This is an optimization exercise on Yosys and OpenROAD, whose aim is small area, a short achievable clock period and few clock cycles, not a production implementation.
Function was checked by simulation only, so behaviour that the tests miss may differ from the original.
Power is estimated from default activity; no workload was simulated.

run A:
Design tile_addr_gen, start of the top module:
module tile_addr_gen (
    input  wire        clk,
    input  wire        rst,
    input  wire        start,
    input  wire [15:0] img_w,
    input  wire [15:0] img_h,
    input  wire [15:0] tile_w,
    input  wire [15:0] tile_h,
    input  wire [15:0] meta_w,
    input  wire [15:0] meta_h,
    input  wire        do_seq,
    input  wire [31:0] pix_len,
    output reg         addr_valid,
    output reg  [31:0] addr,
    input  wire        addr_ready,
    output wire        busy,
    output reg         done,
    output reg  [3:0]  err,
    output reg  [15:0] err_info
);
For scale: roughly 2100 cells after synthesis, about 330 flip-flops, about 190 I/O pins, ~21000 sq um of cells after synthesis.
clock: 34.0 ns
lec_check: 0
cap_margin: 20
core_margin: 2
core_utilization: 40
slew_margin: 20
standard.sh (not shown) runs the stock make flow with config.mk's settings and CLKGATE_MAP_FILE= SYNTH_SCRIPT=/design/flow/synth_recipe.tcl, a recipe that flattens the netlist after the stock synthesis.
==> flow/flow/run.sh <==
#!/bin/bash
# Layout flow: the standard ORFS flow (standard.sh), with
#  - the port buffers made from small fast cells: sky130_fd_sc_hd__buf_1 on
#    the inputs (the standard buffer_ports call) and sky130_fd_sc_hd__buf_2 on
#    the outputs (flow/outbuf.tcl at the start of the resize step);
#  - a denser core (50% utilisation) for shorter wires;
#  - clock tree sinks clustered up to 20 to a buffer (20 clock buffers, not 37).
# The whole make output goes to standard_flow.log; ORFS keeps each step's log
# under orfs/logs.
set -euo pipefail
here=$(pwd)
bash standard.sh \
  BUFFER_PORTS_ARGS="-inputs -buffer_cell sky130_fd_sc_hd__buf_1" \
  PRE_RESIZE_TCL="$here/flow/outbuf.tcl" \
  CORE_UTILIZATION=50 CTS_CLUSTER_SIZE=20 CTS_CLUSTER_DIAMETER=100 \
  finish > standard_flow.log 2>&1
==> flow/flow/outbuf.tcl <==
buffer_ports -outputs -buffer_cell sky130_fd_sc_hd__buf_2
Testbench counts of run A, summed over its fixed seeds: cycles 189,240.
[inputs] run B vs run A
==> flow/flow/run.sh <==
#!/bin/bash
# Layout flow: the standard ORFS flow (standard.sh), with the port
# buffers made from small fast cells: sky130_fd_sc_hd__buf_1 on the inputs
# (inserted by the standard buffer_ports call) and sky130_fd_sc_hd__buf_2 on
# the outputs (inserted by flow/outbuf.tcl at the start of the resize step).
# The whole make output goes to standard_flow.log; ORFS keeps each step's log
# under orfs/logs.
set -euo pipefail
here=$(pwd)
bash standard.sh \
  BUFFER_PORTS_ARGS="-inputs -buffer_cell sky130_fd_sc_hd__buf_1" \
  PRE_RESIZE_TCL="$here/flow/outbuf.tcl" \
  finish > standard_flow.log 2>&1
Findings:
Run A finished every stage and its layout cleared the timing, DRC and antenna checks. Per the final summary, run B finished and its layout is clean on timing, DRC and antenna. [compare] base=run A new=run B: design internal power higher, clock latency on the worst-skew pair went up 0.02 ns, area share of buffers outside the clock network fell by 0.40 points. From run A to run B the numbers moved as follows: final cycle utilization of the critical path higher, overall routing resource usage lower. Fmax: run B lower than run A. The master of the slowest instance on the critical path comes out edfxtp_1 in one run and nor3_2 in the other, namely in run A and run B respectively. In the tables for run A and run B, average vias per placed instance reads lower with run B. Run B: design area higher than run A.
For run C, these inputs were changed with respect to run B:
==> flow/flow/run.sh <==
#!/bin/bash
# Layout flow: the standard ORFS flow (standard.sh), with
#  - the port buffers made from small fast cells: sky130_fd_sc_hd__buf_1 on
#    the inputs (the standard buffer_ports call) and sky130_fd_sc_hd__buf_2 on
#    the outputs (flow/outbuf.tcl at the start of the resize step);
#  - a denser core (65% utilisation) for shorter wires;
#  - clock tree sinks clustered up to 20 to a buffer (20 clock buffers, not 37).
# The whole make output goes to standard_flow.log; ORFS keeps each step's log
# under orfs/logs.
set -euo pipefail
here=$(pwd)
bash standard.sh \
  BUFFER_PORTS_ARGS="-inputs -buffer_cell sky130_fd_sc_hd__buf_1" \
  PRE_RESIZE_TCL="$here/flow/outbuf.tcl" \
  CORE_UTILIZATION=65 CTS_CLUSTER_SIZE=20 CTS_CLUSTER_DIAMETER=100 \
  finish > standard_flow.log 2>&1
### Flow results
Number of placed cells counting well taps, run B and run C, lower one = run C.
Re worst-margin pin slew: run B and run C aren't equal, and the higher value belongs to run C.
Going from run B to run C, number of non-clock buffers in the layout grows by 1.
Both conditions hold for run C: the flow ran to the end and the final layout passed the timing, DRC and antenna checks.
[run C] non-filler instance count after layout fell 314 relative to run B
Re logic depth of the worst setup path including buffers: run B and run C aren't equal, and the lower value belongs to run C.
Critical path arrival was lower in run C than in run B.
The post-detailed-placement half-perimeter wirelength in run C is 0.893 times that in run B.

Another version of the RTL of tile_addr_gen (not shown whole).
For scale: roughly 330 flip-flops, ~20000 um^2 of cells after synthesis.
==> flow/design.v (excerpt) <==
module tile_addr_gen (
    input  wire        clk,
    input  wire        rst,
    input  wire        start,
    input  wire [15:0] img_w,
    input  wire [15:0] img_h,
    input  wire [15:0] tile_w,
    input  wire [15:0] tile_h,
    input  wire [15:0] meta_w,
    input  wire [15:0] meta_h,
    input  wire        do_seq,
    input  wire [31:0] pix_len,
    output reg         addr_valid,
    output reg  [31:0] addr,
    input  wire        addr_ready,
    output wire        busy,
    output reg         done,
    output reg  [3:0]  err,
    output reg  [15:0] err_info
);
==> flow/config.mk <==
export PLATFORM = sky130hd
export DESIGN_NAME = tile_addr_gen
export DESIGN_NICKNAME = tile_addr_gen
export VERILOG_FILES = /design/flow/design.v
export SDC_FILE = /design/flow/constraint.sdc
export NUM_CORES = 4
export LEC_CHECK = 0
export CAP_MARGIN = 20
export CORE_MARGIN = 2
export CORE_UTILIZATION = 40
export SLEW_MARGIN = 20
==> flow/constraint.sdc <==
create_clock -name core_clock -period 34.0 [get_ports {clk}]
set_input_delay 6.8000 -clock core_clock [delete_from_list [all_inputs] [get_ports {clk}]]
set_output_delay 6.8000 -clock core_clock [all_outputs]
set_load 0.01 [all_outputs]
==> flow/flow/run.sh <==
#!/bin/bash
# Layout flow: the standard ORFS flow, with the port buffers made from
# sky130_fd_sc_hd__buf_4 instead of the default buffer cell.
set -euo pipefail
bash standard.sh BUFFER_PORTS_ARGS="-buffer_cell sky130_fd_sc_hd__buf_4" finish > standard_flow.log 2>&1
Testbench counts at the start, summed over its fixed seeds: cycles 192,216.
==> next run, changes <==
==> flow/run.sh (new file) <==
#!/bin/bash
# synth_recipe.tcl (not shown) runs the flow's synth.tcl, then flattens the netlist and writes it again
# the make line also repeats each setting of config.mk as NAME=value (left out here)
make -C /OpenROAD-flow-scripts/flow DESIGN_CONFIG=/design/flow/config.mk WORK_HOME=/design/flow/orfs CLKGATE_MAP_FILE= SYNTH_SCRIPT=/design/flow/synth_recipe.tcl finish
removed: flow/flow/run.sh
removed: flow/standard.sh
Outcome: Global-route usage increases by 0.59 points; core utilization increases by 0.93 points; sequential power is about the same; die area stays the same; clock skew increases by 0.019 ns; wire length increases by 2.1%; non-clock buffer count increases by 4; via count increases by 2.5%; clock power decreases by about 2%.

Setup of old:
The RTL this note starts from:
==> flow/design.v <==
module tile_addr_gen (
    input  wire        clk,
    input  wire        rst,
    input  wire        start,
    input  wire [15:0] img_w,
    input  wire [15:0] img_h,
    input  wire [15:0] tile_w,
    input  wire [15:0] tile_h,
    input  wire [15:0] meta_w,
    input  wire [15:0] meta_h,
    input  wire        do_seq,
    input  wire [31:0] pix_len,
    output reg         addr_valid,
    output reg  [31:0] addr,
    input  wire        addr_ready,
    output wire        busy,
    output reg         done,
    output reg  [3:0]  err,
    output reg  [15:0] err_info
);
    localparam S_IDLE  = 2'b00;
    localparam S_SETUP = 2'b01;    
    localparam S_RUN   = 2'b11;    
    localparam OP_PIX0 = 3'd0;   
    localparam OP_PIX1 = 3'd1;   
    localparam OP_DW   = 3'd2;   
    localparam OP_DMW  = 3'd3;   
    localparam OP_DH   = 3'd4;   
    localparam OP_DMH  = 3'd5;   
    localparam OP_E4   = 3'd6;   
    localparam OP_E2   = 3'd7;   
    reg [1:0]  state;
    reg [2:0]  op;
    reg [3:0]  step;
    reg [15:0] tw, th, mw, mh;
    reg        seq;
    reg [15:0] E2;       
    reg [15:0] E4;       
    reg [31:0] T1;       
    reg [31:0] MO;       
    reg [15:0] x, y, i, j, mx, my, nmx;    
    reg        fx, fy, fi, fj, fm, fn;     
    reg        yfirst, jfirst;
    reg        aneg, abig;                 
    reg        e0, rx, ry, rmx;
    assign busy = state[0];
    genvar k;
    wire [15:0] acc = MO[31:16];
    wire [15:0] ex  = MO[15:0];
    wire [15:0] ey  = mx;
    wire        mc  = (op == OP_PIX0) || (op == OP_PIX1) || (op == OP_E4) || (op == OP_E2);
    reg  [15:0] eop;
    always @(*) begin
        case (op)
            OP_PIX1: eop = E4;
            OP_DMW:  eop = mw;
            OP_DH:   eop = th;
            OP_DMH:  eop = mh;
            OP_E4:   eop = mw;
            default: eop = tw;
        endcase
    end
    wire        last_step = (step == 4'd15);
    wire [16:0] sh   = {acc, ex[15]};
    wire [15:0] sub  = (!mc || (op == OP_E2 ? last_step : ey[15])) ? eop : 16'd0;
    wire [17:0] t    = {1'b0, sh} - {2'b0, sub};
    wire        tneg = t[17];
    wire        frozen = aneg | abig;
    wire [15:0] acc_n = !mc ? (tneg ? sh[15:0] : t[15:0])
                            : ((frozen || tneg || t[16]) ? acc : t[15:0]);
    wire [15:0] ex_n  = {ex[14:0], mc ? ex[15] : ~tneg};
    wire        aneg_n = aneg | (~frozen & mc & tneg);
    wire        abig_n = abig | (~frozen & mc & ~tneg & t[16]);
    wire        rem_n = (acc_n != 16'd0);
    wire        skip8 = (step == 4'd0) &&
                        (mc ? ((ey[15:8] == 8'd0) || (op == OP_E2)) : (ex[15:8] == 8'd0));
    wire wx  = fx;
    wire wy  = wx & fy;
    wire wi  = wy & fi;
    wire wj  = wi & fj;
    wire wmx = wj & fm;
    wire wmy = wmx & fn;
    wire capt = wx & yfirst;
    wire capm = capt & fi & jfirst;
    reg [31:0] ga;
    reg [15:0] gb;
    always @(*) begin
        ga = addr; gb = 16'd0;
        if (wx) begin
            if (!wy)       gb = E2;
            else if (!wi)  ga = capt ? addr : T1;
            else if (!wj)  gb = E4;
            else if (!wmx) ga = capm ? addr : MO;
        end
    end
    wire [16:0] glo = {1'b0, ga[15:0]} + {1'b0, gb} + 17'd1;
    wire [15:0] s_lo = glo[15:0];
    wire        c16 = glo[16];
    wire [16:0] pa;             
    assign pa[0] = 1'b1;
    wire [15:0] s_hi;
    generate for (k = 0; k < 16; k = k + 1) begin : g_inc
        assign s_hi[k]  = ga[16+k] ^ (c16 & pa[k]);
        assign pa[k+1]  = pa[k] & ga[16+k];
    end endgenerate
    wire [31:0] gsum = {s_hi, s_lo};
    reg [15:0] dsel;
    always @(*) begin
        if (!wx)       dsel = x;
        else if (!wy)  dsel = y;
        else if (!wi)  dsel = i;
        else if (!wj)  dsel = j;
        else if (!wmx) dsel = mx;
        else           dsel = my;
    end
    wire [15:0] dsub;
    wire [16:0] db;
    assign db[0] = 1'b1;
    generate for (k = 0; k < 16; k = k + 1) begin : g_dec
        assign dsub[k]  = dsel[k] ^ db[k];
        assign db[k+1]  = db[k] & ~dsel[k];
    end endgenerate
    wire dsub1 = (dsub == 16'd1);
    wire tw1 = (tw == 16'd1);
    wire th1 = (th == 16'd1);
    wire mw1 = (mw == 16'd1);
    wire mh1 = (mh == 16'd1);
    wire nmx1 = (nmx == 16'd1);
    wire gstep = state[1] & addr_ready;
    wire zero_w = (E2 == 16'd0);
    wire zero_h = (E4 == 16'd0);
    always @(posedge clk) begin
        begin
            done <= 1'b0;
            case (state)
            S_IDLE: begin
                tw   <= tile_w;
                th   <= tile_h;
                mw   <= do_seq ? meta_w : 16'd1;
                mh   <= do_seq ? meta_h : 16'd1;
                seq  <= do_seq;
                E2   <= img_w;
                E4   <= img_h;
                MO   <= pix_len;
                j    <= pix_len[31:16];
                mx   <= tile_h;
                aneg <= 1'b0;
                abig <= 1'b0;
                op   <= OP_PIX0;
                step <= 4'd0;
                if (start) state <= S_SETUP;
            end
            S_SETUP: begin
                if (skip8) begin
                    step <= 4'd8;
                    MO   <= {acc[7:0], ex[15:8], ex[7:0], ex[15:8]};
                    mx   <= {ey[7:0], 8'd0};
                    abig <= (acc[15:8] != 8'd0);
                end else begin
                    step <= step + 4'd1;
                    MO   <= {acc_n, ex_n};
                    mx   <= {ey[14:0], 1'b0};
                    aneg <= aneg_n;
                    abig <= abig_n;
                end
                if (last_step) begin
                    case (op)
                    OP_PIX0: begin
                        e0   <= aneg_n;
                        MO   <= {j, ex_n};
                        mx   <= E2;
                        aneg <= 1'b0;
                        abig <= 1'b0;
                        op   <= OP_PIX1;
                    end
                    OP_PIX1: begin
                        MO <= {16'd0, E2};
                        op <= OP_DW;
                        if (e0 || aneg_n) begin
                            done     <= 1'b1;
                            err      <= 4'd2;
                            err_info <= {15'd0, ~e0};
                            state    <= S_IDLE;
                        end
                    end
                    OP_DW: begin
                        rx <= rem_n;
                        MO <= {16'd0, ex_n};
                        if (seq) op <= OP_DMW;
                        else begin
                            nmx <= ex_n;
                            MO  <= {16'd0, E4};
                            op  <= OP_DH;
                        end
                    end
                    OP_DMW: begin
                        rmx <= rem_n;
                        nmx <= ex_n;
                        MO  <= {16'd0, E4};
                        op  <= OP_DH;
                    end
                    OP_DH, OP_DMH: begin
                        MO <= {16'd0, ex_n};
                        if (op == OP_DH) ry <= rem_n;
                        if (seq && op == OP_DH) op <= OP_DMH;
                        else begin
                            my   <= ex_n;
                            fn   <= (ex_n == 16'd1);
                            MO   <= {16'd0, E2};
                            mx   <= tw;
                            aneg <= 1'b0;
                            abig <= 1'b0;
                            op   <= OP_E4;
                            if (rx || (op == OP_DH ? rem_n : ry) || tw == 16'd0 || th == 16'd0) begin
                                done     <= 1'b1;
                                err      <= 4'd1;
                                err_info <= 16'd0;
                                state    <= S_IDLE;
                            end else if (seq && (mw == 16'd0 || mh == 16'd0 || rmx || rem_n)) begin
                                done     <= 1'b1;
                                err      <= 4'd1;
                                err_info <= 16'd1;
                                state    <= S_IDLE;
                            end else if (zero_w || zero_h) begin
                                done     <= 1'b1;
                                err      <= 4'd0;
                                state    <= S_IDLE;
                            end
                        end
                    end
                    OP_E4: begin
                        E4   <= acc_n;
                        MO   <= {16'd0, ex_n};
                        aneg <= 1'b0;
                        abig <= 1'b0;
                        op   <= OP_E2;
                    end
                    default: begin   
                        E2     <= acc_n;
                        addr   <= 32'd0;
                        addr_valid <= 1'b1;
                        x      <= tw;
                        y      <= th;
                        i      <= mw;
                        j      <= mh;
                        mx     <= nmx;
                        fx     <= tw1;
                        fy     <= th1;
                        fi     <= mw1;
                        fj     <= mh1;
                        fm     <= nmx1;
                        yfirst <= 1'b1;
                        jfirst <= 1'b1;
                        err    <= 4'd0;
                        state  <= S_RUN;
                    end
                    endcase
                end
            end
            default: begin   
                if (capt) T1 <= addr;
                if (capm) MO <= addr;
                if (gstep) begin
                    if (wmy) begin
                        addr_valid <= 1'b0;
                        done       <= 1'b1;
                        state      <= S_IDLE;
                    end else begin
                        addr <= gsum;
                        x  <= wx ? tw : dsub;
                        fx <= wx ? tw1 : dsub1;
                        if (wx) begin y <= wy ? th  : dsub; fy <= wy ? th1  : dsub1; end
                        if (wy) begin i <= wi ? mw  : dsub; fi <= wi ? mw1  : dsub1; end
                        if (wi) begin j <= wj ? mh  : dsub; fj <= wj ? mh1  : dsub1; end
                        if (wj) begin mx <= wmx ? nmx : dsub; fm <= wmx ? nmx1 : dsub1; end
                        if (wmx) begin my <= dsub; fn <= dsub1; end
                        if (wy) yfirst <= 1'b1; else if (wx) yfirst <= 1'b0;
                        if (wj) jfirst <= 1'b1; else if (wi) jfirst <= 1'b0;
                    end
                end
            end
            endcase
        end
        if (rst) begin
            state      <= S_IDLE;
            done       <= 1'b0;
            addr_valid <= 1'b0;
        end
    end
endmodule
clock: 34.0 ns
lec_check: 0
cap_margin: 20
core_margin: 2
core_utilization: 40
slew_margin: 20
==> flow/flow/run.sh <==
#!/bin/bash
# Layout flow: the standard ORFS flow (standard.sh), with the port
# buffers made from small fast cells: sky130_fd_sc_hd__buf_1 on the inputs
# (inserted by the standard buffer_ports call) and sky130_fd_sc_hd__buf_2 on
# the outputs (inserted by flow/outbuf.tcl at the start of the resize step).
# The whole make output goes to standard_flow.log; ORFS keeps each step's log
# under orfs/logs.
set -euo pipefail
here=$(pwd)
bash standard.sh \
  BUFFER_PORTS_ARGS="-inputs -buffer_cell sky130_fd_sc_hd__buf_1" \
  PRE_RESIZE_TCL="$here/flow/outbuf.tcl" \
  finish > standard_flow.log 2>&1
Scripts as last shown in full above: flow/flow/outbuf.tcl
Testbench counts of old, summed over its fixed seeds: cycles 189,240.
> inputs changed (old -> new)
==> flow/flow/run.sh <==
#!/bin/bash
# Layout flow: the standard ORFS flow (standard.sh), with
#  - the port buffers made from small fast cells: sky130_fd_sc_hd__buf_1 on
#    the inputs (the standard buffer_ports call) and sky130_fd_sc_hd__buf_2 on
#    the outputs (flow/outbuf.tcl at the start of the resize step);
#  - repair_timing asked to leave a setup margin, so that it works on the
#    paths that set the achieved period although the 34 ns clock is met.
# The whole make output goes to standard_flow.log; ORFS keeps each step's log
# under orfs/logs.
set -euo pipefail
here=$(pwd)
bash standard.sh \
  BUFFER_PORTS_ARGS="-inputs -buffer_cell sky130_fd_sc_hd__buf_1" \
  PRE_RESIZE_TCL="$here/flow/outbuf.tcl" \
  SETUP_SLACK_MARGIN=26.5 \
  finish > standard_flow.log 2>&1
Findings:
new vs. old: maximum vdd drop went up by 0.50 uV.
[compare] base=old new=new: final critical-path share of the clock period down 0.32 points, number of placed cells counting well taps went down about 0.35%.
Delta (new minus old): met1 routing resource usage after global routing saw an increase; core occupancy in the finished layout went up; switching portion of total power fell by 1.4 points; layout overhead on the synthesized area went up 4.6 points.
Peak fanout along the critical path in new is 47 lower than in old

==> afterwards: timing with drivers on the ports <==
No port has a modelled driver above. Below, the same layouts with a new extraction and two added sets of constraints.
Step 1: set_driving_cell puts a clkbuf_16 on clk and a buf_2 on each other input, an assumption about the parent block.
Step 2 times the ports against the registers' clock, not the clock port: input delays grow and output delays shrink by t, the midpoint of the rising clock arrivals with the driver on.
Slacks: ideal ports / drivers / drivers and shift; pairs: ideal ports / drivers.
run	t, ns	setup WS [ns]	clock arrival spread, ns
run A	0.611	25.935 / 25.873 / 25.472	0.045 / 0.046
run B	0.637	25.740 / 25.740 / 25.563	0.026 / 0.026
run C	0.597	25.980 / 25.925 / 25.634	0.021 / 0.021
the first run of note 2	0.615	20.851 / 20.851 / 20.851	0.026 / 0.027
the second run of note 2	0.623	20.744 / 20.744 / 20.744	0.044 / 0.045
old	0.627	25.854 / 25.848 / 25.272	0.035 / 0.035
new	0.646	25.964 / 25.899 / 25.757	0.035 / 0.036
After both steps setup and hold are still met in every run listed. For old, which loses most, drivers alone change the setup slack by -0.006 ns; drivers and shift together by -0.582 ns.
